What follows belongs to an exercise in optimizing a design on an open flow for small area; a production flow would make more cautious choices.
In this exercise RTL edits were held to simulation tests only and were not proved equivalent to the original.
Power and IR drop assume default switching activity.

==> inputs of run a <==
==> flow/design.v (excerpt) <==
module nibble_core #(
    parameter W = 320,
    parameter H = 240
) (
    input  wire         clk,
    input  wire         rst_n,         
    input  wire         cmd_valid,
    output wire         cmd_ready,
    input  wire [127:0] cmd_word,
    output wire         done,
    output wire [2:0]   result,
    output wire         vram_req,
    output wire         vram_we,
    output wire [15:0]  vram_addr,
    output wire [7:0]   vram_wdata,
    input  wire         vram_gnt,
    input  wire [7:0]   vram_rdata,
    output wire         text_req,
    output wire [15:0]  text_addr,
    input  wire         text_gnt,
    input  wire [7:0]   text_rdata,
    output wire         font_req,
    output wire [8:0]   font_addr,
    input  wire         font_gnt,
    input  wire [7:0]   font_rdata
);
clock: 6.5 ns
lec_check: 0
cap_margin: 20
core_margin: 2
core_utilization: 68
cts_buf_list: sky130_fd_sc_hd__clkbuf_8
gpl_timing_driven: 0
place_density: 0.78
slew_margin: 20
standard.sh (not shown) runs the stock make flow with config.mk's settings and CLKGATE_MAP_FILE= SYNTH_SCRIPT=/design/flow/synth_recipe.tcl, a recipe that flattens the netlist after the stock synthesis.
==> flow/flow/run.sh <==
#!/bin/bash
# Layout flow: the standard ORFS flow (standard.sh), with these changes:
#  - synthesis is ORFS's own synthesis script (the one standard.sh uses), but
#    ABC maps the logic with an area-oriented script (flow/abc_deep.script)
#    instead of ORFS's default one; registers are mapped before ABC runs, so
#    they are the standard synthesis's registers;
#  - adders are not mapped to half/full-adder cells first, so ABC maps
#    them with the rest of the logic (ADDER_MAP_FILE empty);
#  - the port buffers are sky130_fd_sc_hd__buf_1 cells;
#  - clock tree synthesis adds no dummy loads (-dont_use_dummy_load).
# Each step writes its full output to a log file of its own in this folder.
set -euo pipefail
cd "$(dirname "$0")/.."
rm -rf synth_scripts
cp -r "$FLOW_HOME/scripts" synth_scripts
cp flow/abc_deep.script synth_scripts/abc_speed.script
bash standard.sh "SCRIPTS_DIR=$PWD/synth_scripts" ADDER_MAP_FILE= synth > synth.log 2>&1
bash standard.sh "BUFFER_PORTS_ARGS=-buffer_cell sky130_fd_sc_hd__buf_1" \
  "CTS_ARGS=-sink_clustering_enable -repair_clock_nets -buf_list sky130_fd_sc_hd__clkbuf_8 -dont_use_dummy_load" \
  finish > layout.log 2>&1
==> flow/flow/abc_deep.script <==
&get -n
&st
&deepsyn -T 30
&dch -f
&nf -a -R 1000
&st
&dch -f
&nf -a -R 1000
&st
&dch -f
&nf -a -R 1000
&put
topo
stime -c
==> run b: changes against run a <==
--- a/flow/design.v
+++ b/flow/design.v
@@ -34,17 +34,16 @@
     localparam S_SCHK  = 4'd5;    
     localparam S_TRD   = 4'd6;    
     localparam S_FRD   = 4'd7;    
     localparam S_NC    = 4'd8;    
     localparam S_NC2   = 4'd9;    
     localparam S_SETA  = 4'd10;   
     localparam S_START = 4'd11;   
     localparam S_DOWN  = 4'd12;   
-    localparam S_CONV  = 4'd13;   
     localparam M_RMW    = 3'd0;
     localparam M_WRBYTE = 3'd1;
     localparam M_CLEAR  = 3'd2;
     localparam M_PIXEL  = 3'd3;
     localparam M_VLINE  = 3'd4;
     localparam M_HLINE  = 3'd5;
     localparam M_GLYPH  = 3'd6;
     localparam M_TEXT   = 3'd7;
@@ -104,64 +103,62 @@
     wire y_oor  = (f_y >= H);
     wire x1_oor = (f_x1 >= W);
     wire y1_oor = (f_y1 >= H);
     wire line_vert = (f_x[8:0] == f_x1[8:0]) && (f_y[7:0] <= f_y1[7:0]);
     wire line_horz = (f_y[7:0] == f_y1[7:0]) && (f_x[8:0] < f_x1[8:0]);
     wire gx_oor = ({1'b0, f_x} + 17'd7 >= W);
     wire gy_oor = ({1'b0, f_y} + 17'd7 >= H);
     wire sy_oor = ({1'b0, f_x1} + 17'd7 >= H);      
-    wire [8:0]  ox  = f_x[8:0];
-    wire [7:0]  oy  = f_y[7:0];
+    wire [8:0]  ox  = is_ds ? f_y[8:0]  : f_x[8:0];
+    wire [7:0]  oy  = is_ds ? f_x1[7:0] : f_y[7:0];
     wire [15:0] off = {oy, 7'd0} + {3'd0, oy, 5'd0} + {8'd0, ox[8:1]};
     wire [5:0]  scol = (|f_y[15:9] || f_y[8:3] >= 6'd40 || sy_oor) ? 6'd63
                                  : f_y[8:3] + {5'd0, |f_y[2:0]};
     wire        s_full = CNT[5] & (CNT[4] | CNT[3]);
     wire [8:0]  llen = line_vert ? {1'b0, f_y1[7:0]} - {1'b0, f_y[7:0]}
                                  : f_x1[8:0] - f_x[8:0];
     wire [2:0] col = CNT[5:3];
     wire [2:0] row = CNT[2:0] ^ {3{CNT[3]}};
     wire       gbit = (mode == M_TEXT)  ? font_rdata[~col]
                     : (mode == M_GLYPH) ? L0[~col] : 1'b1;
-    wire       cring = (mode == M_TEXT) | (mode == M_VLINE) | (mode == M_HLINE);
-    wire [3:0] nib = cring ? (gbit ? L0[3:0] : L1[3:0]) : (gbit ? C[3:0] : C[7:4]);
+    wire [3:0] nib = gbit ? C[3:0] : C[7:4];
     reg [7:0] mm, mv;
     always @(*) begin
         case (mode)
         M_RMW:    begin mm = L0;    mv = L1; end
         M_WRBYTE: begin mm = 8'hFF; mv = L0; end
-        M_CLEAR:  begin mm = 8'hFF; mv = {L0[3:0], L0[3:0]}; end
+        M_CLEAR:  begin mm = 8'hFF; mv = {C[3:0], C[3:0]}; end
         default:  begin
             mm = par ? 8'h0F : 8'hF0;
             mv = par ? {4'h0, nib} : {nib, 4'h0};
         end
         endcase
     end
     assign vram_wdata = (vram_rdata & ~mm) | mv;
     reg rd_go;
     always @(*) begin
         case (mode)
-        M_RMW, M_WRBYTE, M_CLEAR: rd_go = (ph == 3'd5);
-        M_VLINE, M_HLINE: rd_go = (ph == 3'd1);
+        M_RMW, M_WRBYTE: rd_go = (ph == 3'd5);
         M_GLYPH:         rd_go = (ph + 3'd1 == row);
         default:         rd_go = 1'b1;
         endcase
     end
     wire ph6 = (ph == 3'd6);
     wire lastc = &CNT;
-    wire wide  = (mode == M_VLINE) | (mode == M_HLINE) | (state == S_CONV);
-    wire last  = lastc & (~wide | &I[2:0]);
+    wire linem = (mode == M_VLINE) | (mode == M_HLINE);
+    wire last  = lastc & (~linem | &I[2:0]);
     wire       gl   = (mode == M_GLYPH) | (mode == M_TEXT);
     wire       vert = (state == S_DOWN) | (mode == M_VLINE) | (gl & (CNT[2:0] != 3'd7) & (state == S_WR));
     wire       up   = gl & CNT[3] & (state == S_WR);
     reg [15:0] dk;
     reg        dc;
     always @(*) begin
-        dk = (state == S_CONV) ? 16'hFFA0 : vert ? (up ? 16'hFF60 : 16'd160) : 16'd0;
-        dc = (vert | (state == S_CONV)) ? 1'b0 : par;
+        dk = vert ? (up ? 16'hFF60 : 16'd160) : 16'd0;
+        dc = vert ? 1'b0 : par;
         case (mode)
         M_WRBYTE: dc = STEP;
         M_CLEAR:  dc = 1'b1;
         default: ;
         endcase
     end
     wire [15:0] anext = ADDR + dk + {15'd0, dc};
     assign cmd_ready  = (state == S_IDLE);
@@ -173,36 +170,37 @@
     assign text_req   = ((state == S_SRD) | (state == S_TRD) | (state == S_NC)) & ph6;
     assign text_addr  = R16 + {10'd0, I};
     assign font_req   = (state == S_FRD);
     assign font_addr  = {text_rdata[6], text_rdata[4:0], row};
     always @(posedge clk) begin
         if (state == S_IDLE) begin
             ph <= 3'd0;
             G[31:0]  <= cw[87:56];
-            G[47:32] <= is_ds ? {cw[47:40], cw[32:25]} : cw[103:88];
+            G[47:32] <= is_ds ? off : cw[103:88];
             G[63:48] <= is_dg ? cw[119:104] : cw[23:8];
-            C <= {cw[51:48], cw[43:40]};
+            C[3:0] <= is_ds ? cw[59:56] : is_dl ? cw[75:72] : is_cl ? cw[11:8] : cw[43:40];
+            C[7:4] <= is_ds ? cw[67:64] : cw[51:48];
         end else begin
             ph <= ph + 3'd1;
             G  <= {G[7:0], G[63:8]};
         end
     end
     always @(posedge clk) begin
         if (!rst_n) begin
             state <= S_IDLE;
             ADDR  <= 16'd0;
             STEP  <= 1'b0;
         end else begin
             case (state)
             S_IDLE: if (cmd_valid) begin
                 code  <= 3'd0;
                 state <= S_FIN;
                 CNT   <= 6'h3F;
-                par   <= is_ds ? cw[24] : cw[8];
+                par   <= ox[0];
                 I     <= 6'd0;
                 if (!legal) code <= 3'd6;
                 else if (is_sa) begin
                     if (f_x >= SBC) code <= 3'd1;
                     else            state <= S_SETA;
                 end else if (is_ss) begin
                     STEP <= cw[8];
                 end else if (is_wb) begin
@@ -279,59 +277,49 @@
                     end
                     default: begin    
                         if (last) begin
                             CNT   <= 6'h39;
                             I     <= I + 6'd1;
                             state <= (mode == M_TEXT) ? S_NC : (mode == M_GLYPH) ? S_DOWN : S_FIN;
                         end else begin
                             CNT  <= CNT + 6'd1;
-                            if (wide && lastc) I <= I + 6'd1;
+                            if (linem && lastc) I <= I + 6'd1;
                             ADDR <= anext;
                             if (!vert) par <= ~par;
                         end
                     end
                     endcase
                 end
             end
             S_SRD: if (text_gnt && ph6) state <= S_SCHK;
             S_SCHK: begin
                 state <= S_SRD;
                 if (text_rdata == 8'd0) begin
                     if (code != 3'd0 || I == 6'd0) state <= S_FIN;
                     else begin
                         I     <= 6'd0;
+                        CNT   <= 6'h00;
                         STEP  <= 1'b0;
                         state <= S_START;
                     end
                 end else if (s_full) begin
                     code  <= 3'd1;
                     state <= S_FIN;
                 end else if (text_rdata < 8'd32 || text_rdata > 8'd95) begin
                     code  <= 3'd3;
                     state <= S_FIN;
                 end else begin
                     I   <= I + 6'd1;
                     CNT <= CNT + 6'd1;
                 end
             end
             S_START: if (ph == 3'd4) begin
                 ADDR  <= R16;
-                {I[2:0], CNT} <= {1'b1, ~L1};
-                state <= S_CONV;
-            end
-            S_CONV: begin
-                CNT <= CNT + 6'd1;
-                if (lastc) I <= I + 6'd1;
-                if (last) begin
-                    CNT   <= 6'h00;
-                    I     <= 6'd0;
-                    state <= S_TRD;
-                end else
-                    ADDR <= anext;
+                state <= S_TRD;
             end
             S_TRD: if (text_gnt && ph6) state <= S_FRD;
             S_FRD: state <= (font_gnt && vram_gnt) ? S_WR : S_TRD;
             S_NC: if (text_gnt && ph6) state <= S_NC2;
             S_NC2: begin
                 if (text_rdata == 8'd0) state <= S_DOWN;
                 else begin
                     ADDR  <= anext;
==> flow/flow/run.sh (replaced) <==
#!/bin/bash
# Layout flow: the standard ORFS flow (standard.sh), with two changes:
#  - synthesis is ORFS's own synthesis script (the one standard.sh uses), but
#    ABC maps the logic with an area-oriented script (flow/abc_deep.script)
#    instead of ORFS's default one; registers are mapped before ABC runs, so
#    they are the standard synthesis's registers;
#  - adders are not mapped to half/full-adder cells first, so ABC maps
#    them with the rest of the logic (ADDER_MAP_FILE empty);
#  - the port buffers are sky130_fd_sc_hd__buf_1 cells.
# Each step writes its full output to a log file of its own in this folder.
set -euo pipefail
cd "$(dirname "$0")/.."
rm -rf synth_scripts
cp -r "$FLOW_HOME/scripts" synth_scripts
cp flow/abc_deep.script synth_scripts/abc_speed.script
bash standard.sh "SCRIPTS_DIR=$PWD/synth_scripts" ADDER_MAP_FILE= synth > synth.log 2>&1
bash standard.sh "BUFFER_PORTS_ARGS=-buffer_cell sky130_fd_sc_hd__buf_1" finish > layout.log 2>&1
==> flow/flow/abc_deep.script (replaced) <==
&get -n
&st
&deepsyn -T 30
&dch -f
&nf -a -R 1000
&put
topo
stime -c
- CORE_UTILIZATION: 68 -> 55
- GPL_TIMING_DRIVEN: 0 -> default
- PLACE_DENSITY: 0.78 -> 0.65
==> run c: changes against run a <==
==> flow/flow/run.sh (replaced) <==
#!/bin/bash
# Layout flow: the standard ORFS flow (standard.sh), with these changes:
#  - synthesis is ORFS's own synthesis script (the one standard.sh uses), but
#    ABC maps the logic with an area-oriented script (flow/abc_deep.script)
#    instead of ORFS's default one; registers are mapped before ABC runs, so
#    they are the standard synthesis's registers;
#  - adders are not mapped to half/full-adder cells first, so ABC maps
#    them with the rest of the logic (ADDER_MAP_FILE empty);
#  - the port buffers are sky130_fd_sc_hd__buf_1 cells.
# Each step writes its full output to a log file of its own in this folder.
set -euo pipefail
cd "$(dirname "$0")/.."
rm -rf synth_scripts
cp -r "$FLOW_HOME/scripts" synth_scripts
cp flow/abc_deep.script synth_scripts/abc_speed.script
bash standard.sh "SCRIPTS_DIR=$PWD/synth_scripts" ADDER_MAP_FILE= synth > synth.log 2>&1
bash standard.sh "BUFFER_PORTS_ARGS=-buffer_cell sky130_fd_sc_hd__buf_1" finish > layout.log 2>&1
- CORE_UTILIZATION: 68 -> 55
- GPL_TIMING_DRIVEN: 0 -> default
- PLACE_DENSITY: 0.78 -> 0.65
==> comparison table <==
Outcome: run a finished clean; run b finished clean; run c finished clean
Global-route usage over all layers: run a 47.0%; run b 40.2%; run c 41.8%
Count of plain and timing-repair buffers in the layout: run a 221; run b 249; run c 228
HPWL Detailed: run a 22200 um; run b 24900 um; run c 24100 um
Layout non-clock buf frac: run a 9.43%; run b 10.9%; run c 9.79%
Number of gates on the worst path with buffers counted: run a 22; run b 24; run c 14
Net load switching power: run a 1780 uW; run b 1790 uW; run c 1940 uW
Skew-Pair Late Insertion Delay: run a 0.47 ns; run b 0.45 ns; run c 0.48 ns
Maximum net fanout on the critical path: run a 7; run b 5; run c 9
Cell area after layout: run a 0.00903 mm^2; run b 0.00971 mm^2; run c 0.00924 mm^2
Worst IR Drop VDD: run a 404 uV; run b 235 uV; run c 268 uV
Via-per-instance ratio: run a 6.98; run b 6.41; run c 6.63
Mapped cell area: run a 0.00779 mm^2; run b 0.00802 mm^2; run c 0.00776 mm^2
1st-pass router iterations: run a 14; run b 10; run c 7
Clk slew on worst S/H paths: run a 0.06 ns; run b 0.07 ns; run c 0.09 ns
Cell with the most instances on the worst path: run a nand2_1; run b a21oi_1; run c a21oi_1
P_leak: run a 0.00310 uW; run b 0.00341 uW; run c 0.00319 uW
Placed Area: run a 0.00879 mm^2; run b 0.00927 mm^2; run c 0.00885 mm^2
Pint: run a 1920 uW; run b 2120 uW; run c 1990 uW
Total of clock buffers placed in the layout: run a 17; run b 20; run c 17
Termination of the worst setup path: run a ADDR[1]$_SDFFE_PN0P_; run b ADDR[14]$_SDFFE_PN0P_; run c text_addr[15]

## static timing again, ports no longer ideal
Ports are ideal in the flow. The routed layouts listed here were re-timed in OpenROAD.
Step 1, drivers: a clkbuf_16 drives clk and a buf_2 each remaining input, both assumed.
Step 2 also shifts input and output timing later by t, the mid clock arrival at the registers, as if the neighbouring blocks saw the same clock.
Three values: ideal, step 1, step 2; two values: the first two.
run	shift t [ns]	setup slack, ns	hold WS [ns]
run a	0.496	0.264 / 0.280 / -0.216	0.445 / 0.445 / 0.445
run b	0.486	0.452 / 0.472 / -0.014	0.450 / 0.450 / 0.450
run c	0.510	0.892 / 0.851 / 0.471	0.443 / 0.443 / 0.443
Met with ideal ports but missed after step 2: setup timing in run a and run b. For run a, which loses most, drivers alone change the setup slack by +0.016 ns; drivers and shift together by -0.480 ns.
